This design comes from an exercise in tuning for a short achievable clock period and few clock cycles on the open sky130 flow, not from production work.
Function was checked by simulation only, so behaviour that the tests miss may differ from the original.

==> flow/design.v <==
module md5_core (
    input  wire        clk,
    input  wire        rst,         
    input  wire        cmd_valid,
    input  wire [31:0] cmd_word,
    output wire        cmd_ready,
    output wire [31:0] status,
    output reg  [31:0] dout0,
    output reg  [31:0] dout1,
    output reg  [31:0] dout2,
    output reg  [31:0] dout3
);
    localparam [7:0] OP_NOP    = 8'h00;
    localparam [7:0] OP_ERRCLR = 8'h0F;
    localparam [7:0] OP_INIT   = 8'h10;
    localparam [7:0] OP_UPD    = 8'h11;
    localparam [7:0] OP_FIN    = 8'h12;
    localparam [7:0] E_OK       = 8'h00;
    localparam [7:0] E_ILLEGAL  = 8'h01;
    localparam [7:0] E_RESERVED = 8'h02;
    localparam [7:0] E_NOT_INIT = 8'h04;
    reg         md5v;
    reg  [7:0]  err;
    reg         errs;
    reg         ready;
    reg  [31:0] st_a, st_b, st_c, st_d;    
    reg  [511:0] bank0, bank1;             
    reg  [63:0] count;                     
    reg  [31:0] wa, wb, wc, wd;            
    reg  [31:0] pre;                       
    reg         pre_ok;                    
    reg  [5:0]  step;
    reg         eb;                        
    reg  [1:0]  lag;                       
    reg         fin;                       
    reg         fin_two;                   
    reg         in_len;                    
    assign cmd_ready = ready;
    assign status    = {15'd0, errs, err, 7'd0, md5v};
    wire [7:0] op = cmd_word[31:24];
    reg  [7:0] chk_err;
    always @(*) begin
        case (op)
            OP_NOP, OP_ERRCLR, OP_INIT:
                chk_err = (cmd_word[23:0] != 24'd0) ? E_RESERVED : E_OK;
            OP_UPD:
                chk_err = (cmd_word[23:8] != 16'd0) ? E_RESERVED :
                          (!md5v)                   ? E_NOT_INIT : E_OK;
            OP_FIN:
                chk_err = (cmd_word[23:0] != 24'd0) ? E_RESERVED :
                          (!md5v)                   ? E_NOT_INIT : E_OK;
            default:
                chk_err = E_ILLEGAL;
        endcase
    end
    wire accept  = cmd_valid && ready;
    wire cmd_ok  = accept && (chk_err == E_OK);
    wire do_init = cmd_ok && (op == OP_INIT);
    wire do_upd  = cmd_ok && (op == OP_UPD);
    wire do_fin  = cmd_ok && (op == OP_FIN);
    wire [5:0]  r      = count[5:0];
    wire [63:0] bitlen = {count[60:0], 3'b000};
    wire        wbank  = count[6];
    wire [511:0] fill  = wbank ? bank1 : bank0;
    reg [511:0] pad_blk;
    integer k;
    always @(*) begin
        for (k = 0; k < 64; k = k + 1) begin
            if (k < r)
                pad_blk[8*k +: 8] = fill[8*k +: 8];
            else if (k == r)
                pad_blk[8*k +: 8] = 8'h80;
            else
                pad_blk[8*k +: 8] = 8'h00;
        end
        if (r <= 6'd55)
            pad_blk[511:448] = bitlen;
    end
    function [31:0] kconst(input [5:0] i);
        case (i)
            6'd0:  kconst = 32'hD76AA478; 6'd1:  kconst = 32'hE8C7B756; 6'd2:  kconst = 32'h242070DB; 6'd3:  kconst = 32'hC1BDCEEE;
            6'd4:  kconst = 32'hF57C0FAF; 6'd5:  kconst = 32'h4787C62A; 6'd6:  kconst = 32'hA8304613; 6'd7:  kconst = 32'hFD469501;
            6'd8:  kconst = 32'h698098D8; 6'd9:  kconst = 32'h8B44F7AF; 6'd10: kconst = 32'hFFFF5BB1; 6'd11: kconst = 32'h895CD7BE;
            6'd12: kconst = 32'h6B901122; 6'd13: kconst = 32'hFD987193; 6'd14: kconst = 32'hA679438E; 6'd15: kconst = 32'h49B40821;
            6'd16: kconst = 32'hF61E2562; 6'd17: kconst = 32'hC040B340; 6'd18: kconst = 32'h265E5A51; 6'd19: kconst = 32'hE9B6C7AA;
            6'd20: kconst = 32'hD62F105D; 6'd21: kconst = 32'h02441453; 6'd22: kconst = 32'hD8A1E681; 6'd23: kconst = 32'hE7D3FBC8;
            6'd24: kconst = 32'h21E1CDE6; 6'd25: kconst = 32'hC33707D6; 6'd26: kconst = 32'hF4D50D87; 6'd27: kconst = 32'h455A14ED;
            6'd28: kconst = 32'hA9E3E905; 6'd29: kconst = 32'hFCEFA3F8; 6'd30: kconst = 32'h676F02D9; 6'd31: kconst = 32'h8D2A4C8A;
            6'd32: kconst = 32'hFFFA3942; 6'd33: kconst = 32'h8771F681; 6'd34: kconst = 32'h6D9D6122; 6'd35: kconst = 32'hFDE5380C;
            6'd36: kconst = 32'hA4BEEA44; 6'd37: kconst = 32'h4BDECFA9; 6'd38: kconst = 32'hF6BB4B60; 6'd39: kconst = 32'hBEBFBC70;
            6'd40: kconst = 32'h289B7EC6; 6'd41: kconst = 32'hEAA127FA; 6'd42: kconst = 32'hD4EF3085; 6'd43: kconst = 32'h04881D05;
            6'd44: kconst = 32'hD9D4D039; 6'd45: kconst = 32'hE6DB99E5; 6'd46: kconst = 32'h1FA27CF8; 6'd47: kconst = 32'hC4AC5665;
            6'd48: kconst = 32'hF4292244; 6'd49: kconst = 32'h432AFF97; 6'd50: kconst = 32'hAB9423A7; 6'd51: kconst = 32'hFC93A039;
            6'd52: kconst = 32'h655B59C3; 6'd53: kconst = 32'h8F0CCC92; 6'd54: kconst = 32'hFFEFF47D; 6'd55: kconst = 32'h85845DD1;
            6'd56: kconst = 32'h6FA87E4F; 6'd57: kconst = 32'hFE2CE6E0; 6'd58: kconst = 32'hA3014314; 6'd59: kconst = 32'h4E0811A1;
            6'd60: kconst = 32'hF7537E82; 6'd61: kconst = 32'hBD3AF235; 6'd62: kconst = 32'h2AD7D2BB; default: kconst = 32'hEB86D391;
        endcase
    endfunction
    function [3:0] gidx(input [5:0] i);
        case (i[5:4])
            2'd0:    gidx = i[3:0];
            2'd1:    gidx = i[3:0] * 4'd5 + 4'd1;
            2'd2:    gidx = i[3:0] * 4'd3 + 4'd5;
            default: gidx = i[3:0] * 4'd7;
        endcase
    endfunction
    wire full_blk = (lag != 2'd0) || fin;    
    wire last     = (step == 6'd63);
    wire run      = pre_ok;                  
    wire [5:0] nstep = step + 6'd1;
    wire nxt_len   = (lag == 2'd0) && fin_two && !in_len;
    wire nxt_avail = (lag == 2'd2) || (lag == 2'd1 && (fin || count[5:2] != 4'd0)) || nxt_len;
    wire done      = run && last && (lag == 2'd0) && !nxt_len;
    wire [5:0] pidx    = run ? nstep : step;
    wire       pbank   = (run && last) ? ~eb : eb;
    wire       plen    = (run && last) ? nxt_len : in_len;
    wire       pavail  = (run && last) ? nxt_avail :
                         md5v && (full_blk || (pidx[5:4] == 2'd0 && pidx[3:0] < count[5:2]));
    wire [3:0]   pg    = gidx(pidx);
    wire [511:0] pblk  = pbank ? bank1 : bank0;
    wire [31:0]  px    = plen ? (pg == 4'd14 ? bitlen[31:0] : pg == 4'd15 ? bitlen[63:32] : 32'd0)
                              : pblk[32*pg +: 32];
    wire [31:0]  pa    = run ? ((last ? st_a : 32'd0) + wd) : wa;
    wire [31:0]  pre_n = pa + kconst(pidx) + px;
    reg [31:0] f;
    reg [4:0]  sh;
    always @(*) begin
        case (step[5:4])
            2'd0:    f = (wb & wc) | (~wb & wd);
            2'd1:    f = (wb & wd) | (wc & ~wd);
            2'd2:    f = wb ^ wc ^ wd;
            default: f = wc ^ (wb | ~wd);
        endcase
        case ({step[5:4], step[1:0]})
            4'h0: sh = 5'd7;   4'h1: sh = 5'd12;  4'h2: sh = 5'd17;  4'h3: sh = 5'd22;
            4'h4: sh = 5'd5;   4'h5: sh = 5'd9;   4'h6: sh = 5'd14;  4'h7: sh = 5'd20;
            4'h8: sh = 5'd4;   4'h9: sh = 5'd11;  4'hA: sh = 5'd16;  4'hB: sh = 5'd23;
            4'hC: sh = 5'd6;   4'hD: sh = 5'd10;  4'hE: sh = 5'd15;  default: sh = 5'd21;
        endcase
    end
    wire [31:0] t    = pre + f;
    wire [63:0] trot = {t, t} << sh;
    wire [31:0] bsel = last ? (st_b + wb) : wb;
    wire [31:0] nb   = bsel + trot[63:32];
    wire [31:0] sum_a = st_a + wd;
    wire [31:0] sum_c = st_c + wb;
    wire [31:0] sum_d = st_d + wc;
    wire blk_end = run && last;
    always @(posedge clk) begin
        if (rst) begin
            ready   <= 1'b1;
            md5v    <= 1'b0;
            err     <= E_OK;
            errs    <= 1'b0;
            dout0   <= 32'd0;
            dout1   <= 32'd0;
            dout2   <= 32'd0;
            dout3   <= 32'd0;
            fin     <= 1'b0;
            fin_two <= 1'b0;
            in_len  <= 1'b0;
            pre_ok  <= 1'b0;
            step    <= 6'd0;
            lag     <= 2'd0;
            eb      <= 1'b0;
        end else begin
            if (accept) begin
                err <= chk_err;
                if (chk_err != E_OK)
                    errs <= 1'b1;
                else if (op == OP_ERRCLR)
                    errs <= 1'b0;
            end
            if (do_upd) begin
                if (wbank) bank1[8*r +: 8] <= cmd_word[7:0];
                else       bank0[8*r +: 8] <= cmd_word[7:0];
                count <= count + 64'd1;
            end
            if (do_fin) begin
                if (wbank) bank1 <= pad_blk;
                else       bank0 <= pad_blk;
                fin     <= 1'b1;
                fin_two <= (r > 6'd55);
            end
            if (do_init) begin
                md5v   <= 1'b1;
                count  <= 64'd0;
                st_a <= 32'h67452301; st_b <= 32'hEFCDAB89; st_c <= 32'h98BADCFE; st_d <= 32'h10325476;
                wa   <= 32'h67452301; wb   <= 32'hEFCDAB89; wc   <= 32'h98BADCFE; wd   <= 32'h10325476;
                step   <= 6'd0;
                pre_ok <= 1'b0;
                lag    <= 2'd0;
                eb     <= 1'b0;
                in_len <= 1'b0;
            end else begin
                pre    <= pre_n;
                pre_ok <= pavail && !done;
                lag    <= lag + ((do_upd && r == 6'd63) ? 2'd1 : 2'd0)
                              - ((blk_end && lag != 2'd0) ? 2'd1 : 2'd0);
                if (run) begin
                    step <= nstep;
                    if (last) begin
                        wa <= sum_a; wb <= nb; wc <= sum_c; wd <= sum_d;
                        st_a <= sum_a; st_b <= nb; st_c <= sum_c; st_d <= sum_d;
                        if (lag != 2'd0) eb <= ~eb;
                        else if (nxt_len) in_len <= 1'b1;
                    end else begin
                        wa <= wd; wb <= nb; wc <= wb; wd <= wc;
                    end
                end
                if (done) begin
                    dout0  <= sum_a;
                    dout1  <= nb;
                    dout2  <= sum_c;
                    dout3  <= sum_d;
                    md5v   <= 1'b0;
                    fin    <= 1'b0;
                    in_len <= 1'b0;
                end
            end
            if (done)
                ready <= 1'b1;
            else if (do_fin || fin)
                ready <= 1'b0;
            else
                ready <= !(lag == 2'd1 && do_upd && r == 6'd63 && !blk_end) && lag != 2'd2;
        end
    end
endmodule
==> flow/run.sh <==
#!/bin/bash
# synth_recipe.tcl (not shown) runs the flow's synth.tcl, then flattens the netlist and writes it again
# the make line also repeats each setting of config.mk as NAME=value (left out here)
make -C /OpenROAD-flow-scripts/flow DESIGN_CONFIG=/design/flow/config.mk WORK_HOME=/design/flow/orfs CLKGATE_MAP_FILE= SYNTH_SCRIPT=/design/flow/synth_recipe.tcl finish
==> flow/config.mk <==
export PLATFORM = sky130hd
export DESIGN_NAME = md5_core
export DESIGN_NICKNAME = md5_core
export VERILOG_FILES = /design/flow/design.v
export SDC_FILE = /design/flow/constraint.sdc
export NUM_CORES = 4
export LEC_CHECK = 0
export ABC_CLOCK_PERIOD_IN_PS = 4000
export CAP_MARGIN = 20
export CORE_MARGIN = 2
export CORE_UTILIZATION = 40
export SETUP_SLACK_MARGIN = 5
export SLEW_MARGIN = 20
==> flow/constraint.sdc <==
create_clock -name core_clock -period 12.0 [get_ports {clk}]
set_input_delay 2.4000 -clock core_clock [delete_from_list [all_inputs] [get_ports {clk}]]
set_output_delay 2.4000 -clock core_clock [all_outputs]
set_load 0.01 [all_outputs]
==> out/metrics.yaml <==
synth.top_cell.area_share_pct: 42.2
fp-row-count: 181
yosys_most_used_dff: "edfxtp_1"
synth_edf_count: 1373
status: "complete, no violations"
cts_htree_levels: 4
seq_power_share_pct: 49.6
power_density_nw_per_um2: 103
wl_um: 403000
power_w: 0.0115
setup.worst_path.class: "flop to flop"
clk_pin_slew_ns: 0.06
slowest_delay_ns: 0.55
fin_crit_sh_pct: 62.1
clkPwrFrac_pct: 47.9
drt-pass1-iter-count: 9
vias: 88081
chipHeight_um: 498
fin_nets: 10304
path_max_fanout: 4
critPathCaptureType: "flop"
p_leak_nw: 39.8
layout_setup_ws_ns: 4.55
cpMostUsedCell: "a21oi_1"
maxSlewViolCount: 0
hold_viol: 0
clk_latency_ns: 0.89
layout_min_cycle_time_ns: 7.45
synth_compound_area_share_pct: 21.9
netlist_top_cells_count: "nand2_1 (1454), edfxtp_1 (1373), o21ai_0 (730)"
yosysSeqAreaShare_pct: 45.4
routedWlPerCell_um: 30.4
dp_hpwl_um: 266000
port_buffers: 168
yosys.area_share.adder_pct: 4.71
wl_met1_um: 160000
synthMostInstantiatedCell: "nand2_1"
stdcell_count: 13281
top_layer: "met5"
slew_headroom_pct: 15.5
wl_met3_um: 50800
setup_tns_ns: 0
synth.distinct_cells: 109
cap_viol_max_count: 0
synthCells: 9920
drt_iter0_markers: 13102
muxShareOfSynthArea_pct: 7.60
synthArstFlopShare_pct: 0
peakVddDrop_uv: 124
initial_core_util_pct: 40.2
setup_violations: 0
rsz0062_at_grt: "true"
yosys_warnings: 1
hp-class: "flop to flop"
cts.sink_count: 1525
synth_area_per_cell_um2: 9.84
fp.dieW_um: 498
ys_ff_latch: 1525
synth_area_leaders: "edfxtp_1 (42%), nand2_1 (5.6%), a22o_1 (4.4%)"
syn_area_um2: 97600
max_freq_mhz: 134
internal_power_w: 0.00888
antenna_found_initial: 12
cts_tree: "done"
tightest_slew_ns: 1.26
synth_top_family_by_area: "compound AO/OA/AOI/OAI gates"
placedCellCount: 12765
synth_simple_gate_area_share_pct: 13.6
clock_skew_ns: 0.0940
ant_nets: 0
pre_cts_ws_ns: 2.39
required_ns: 12.62
sw_frac_of_total_pct: 23.0
root_buffer: "clkbuf_16"
cp_num_buf_inv: 4
max-clock-path-buffers: 3
crit_family: "compound AO/OA/AOI/OAI gates"
die_area_um2: 248000
drive_above_1_share_pct: 12.7
routed_via_density: 6.63
remaining_drc_errors: 0
gp_congestion: 0.996
grt_pass1_wl_um: 578000
overflow: 0
crit_arrival_ns: 8.07
num_io_pins: 196
p_comb_share_pct: 2.5
track_usage_pct: 31.1
wl_met2_um: 172000
cts_inserted_buffers: 176
yosysTopAreaCell: "edfxtp_1"
syn_to_final_growth_pct: 15.0
fin_hold_ws_ns: 0.452
p_sw_w: 0.00265
crit_slowest_cell: "mux4_2"
grt_pass1_vias: 81288
startpoint_type: "flop"
grt_max_degree: 166
core_area_um2: 243000
synth_xor_area_share_pct: 3.09
[final cells by class]
class,count,area [µm²]
antenna,4,10.0
sequential,1525,44300
fill,22443,131000
inverter,195,743
clock inverter,101,1050
clock buffer,224,4700
multi-input combinational,7515,52100
tap,3202,4010
timing repair buffer,515,5330
[metal layers]
metal  GRT usage (%)  vias to the layer above
li1                -                    37658
met1            43.3                    43523
met2            45.5                     5926
met3            7.63                      966
met4            13.8                        8
met5               0                        -
[metrics by stage]
stage	area [µm²]	utilization, %
2_1_floorplan	97800	-
3_3_place_gp	102000	42.1
3_5_place_dp	102000	42.1
4_1_cts	111000	45.7
5_1_grt	112000	46.2
6_report	112000	46.2
[placed cells by master, fill, tap and decap left out, types with 60 or more instances in the layout]
| cell | synthesis | routed |
|---|---|---|
| nand2_1 | 1454 | 1430 |
| edfxtp_1 | 1373 | 1373 |
| o21ai_0 | 730 | 689 |
| nor2_1 | 710 | 685 |
| a21oi_1 | 642 | 572 |
| a22o_1 | 493 | 493 |
| mux2i_1 | 355 | 337 |
| o22ai_1 | 277 | 274 |
| nand3_1 | 271 | 266 |
| buf_4 | 37 | 264 |
| ha_1 | 297 | 256 |
| xnor2_1 | 201 | 184 |
| clkbuf_16 | 0 | 180 |
| inv_1 | 189 | 179 |
| clkdlybuf4s50_1 | 0 | 159 |
| mux4_2 | 152 | 152 |
| dfxtp_1 | 152 | 143 |
| xor2_1 | 141 | 131 |
| a22oi_1 | 128 | 127 |
| nor3_1 | 129 | 123 |
| a21o_1 | 122 | 122 |
| a31oi_1 | 129 | 119 |
| and2_1 | 105 | 99 |
| o211ai_1 | 95 | 95 |
| o21ai_1 | 38 | 61 |
| and3_1 | 63 | 60 |
| nand4_1 | 60 | 60 |
[power by group through the flow]
stage	Clock (W)	Sequential [W]	Combinational (W)
floorplan	0	0.00582	0.000149
global placement	0	0.00583	0.000231
detailed placement	0	0.00583	0.000234
CTS	0.00554	0.00572	0.000259
global route	0.00573	0.00571	0.000298
finish	0.00552	0.00571	0.000286
[worst register-to-register path, delay by kind of cell, from the launching register on]
| family | cells | cell delay, ns |
|---|---|---|
| AOI/OAI and AO/OA | 17 | 3.26 |
| xor gates and xnor gates | 2 | 0.15 |
| adders and majority gates | 3 | 0.88 |
| buffers and inverters | 4 | 0.53 |
| DFF | 1 | 0.37 |
| muxes | 3 | 0.88 |
| and+or+nand+nor | 5 | 1.22 |
[final timing paths]
check / from / to / slack, ns / cells past startpoint
min reg2reg: dout1[2] / dout1[2] / 0.45 / 2
max reg2reg: step[4] / st_b[31] / 4.55 / 34
max: step[4] / st_b[31] / 4.55 / 34
min: dout1[2] / dout1[2] / 0.45 / 2
[what timing repair did]
| action | CTS | global route |
|---|---|---|
| cloned | 20 | 2 |
| buffers inserted | 126 | 37 |
| pin swaps | 106 | 103 |
| setup endpoints to repair | 291 | 579 |
| resized for setup | 333 | 176 |
| hold buffers | 0 | 0 |
[logic make-up after synthesis]
group	count (synthesis)
AO/OA/AOI/OAI	3207
XOR/XNOR	343
adder cells (fa/ha/maj)	341
buffers and inverters	910
flip-flops	1525
multiplexers	545
other	1
AND/OR/NAND/NOR	3048
Testbench counts, summed over its fixed seeds: cycles 38,396.

==> re-timing with driven ports <==
How much do the figures lean on ideal ports? The routed layout below was timed once more, with nothing changed but the port constraints.
Step 1 (the two cells are an assumption about what drives the block):
set clk [get_ports {clk}]
set_driving_cell -lib_cell sky130_fd_sc_hd__clkbuf_16 $clk
set_driving_cell -lib_cell sky130_fd_sc_hd__buf_2 [delete_from_list [all_inputs] $clk]
Step 2 moves the port delays by t, midway between the first and last clock arrival at a register: inputs arrive t later, outputs are due t later. That takes back most of the time a late clock gives input paths.
Three values: ideal ports, drivers, drivers and shift; two values: the first two.
t, ns: 0.944
setup WS [ns]: 4.549 / 4.549 / 4.195
hold WS [ns]: 0.452 / 0.452 / 0.452
worst setup path after step 2: input to register
worst slew at a driven data input, ns: 0.04
After both steps this run still meets setup and hold. For this run, drivers alone change the setup slack by 0.000 ns; drivers and shift together by -0.354 ns.
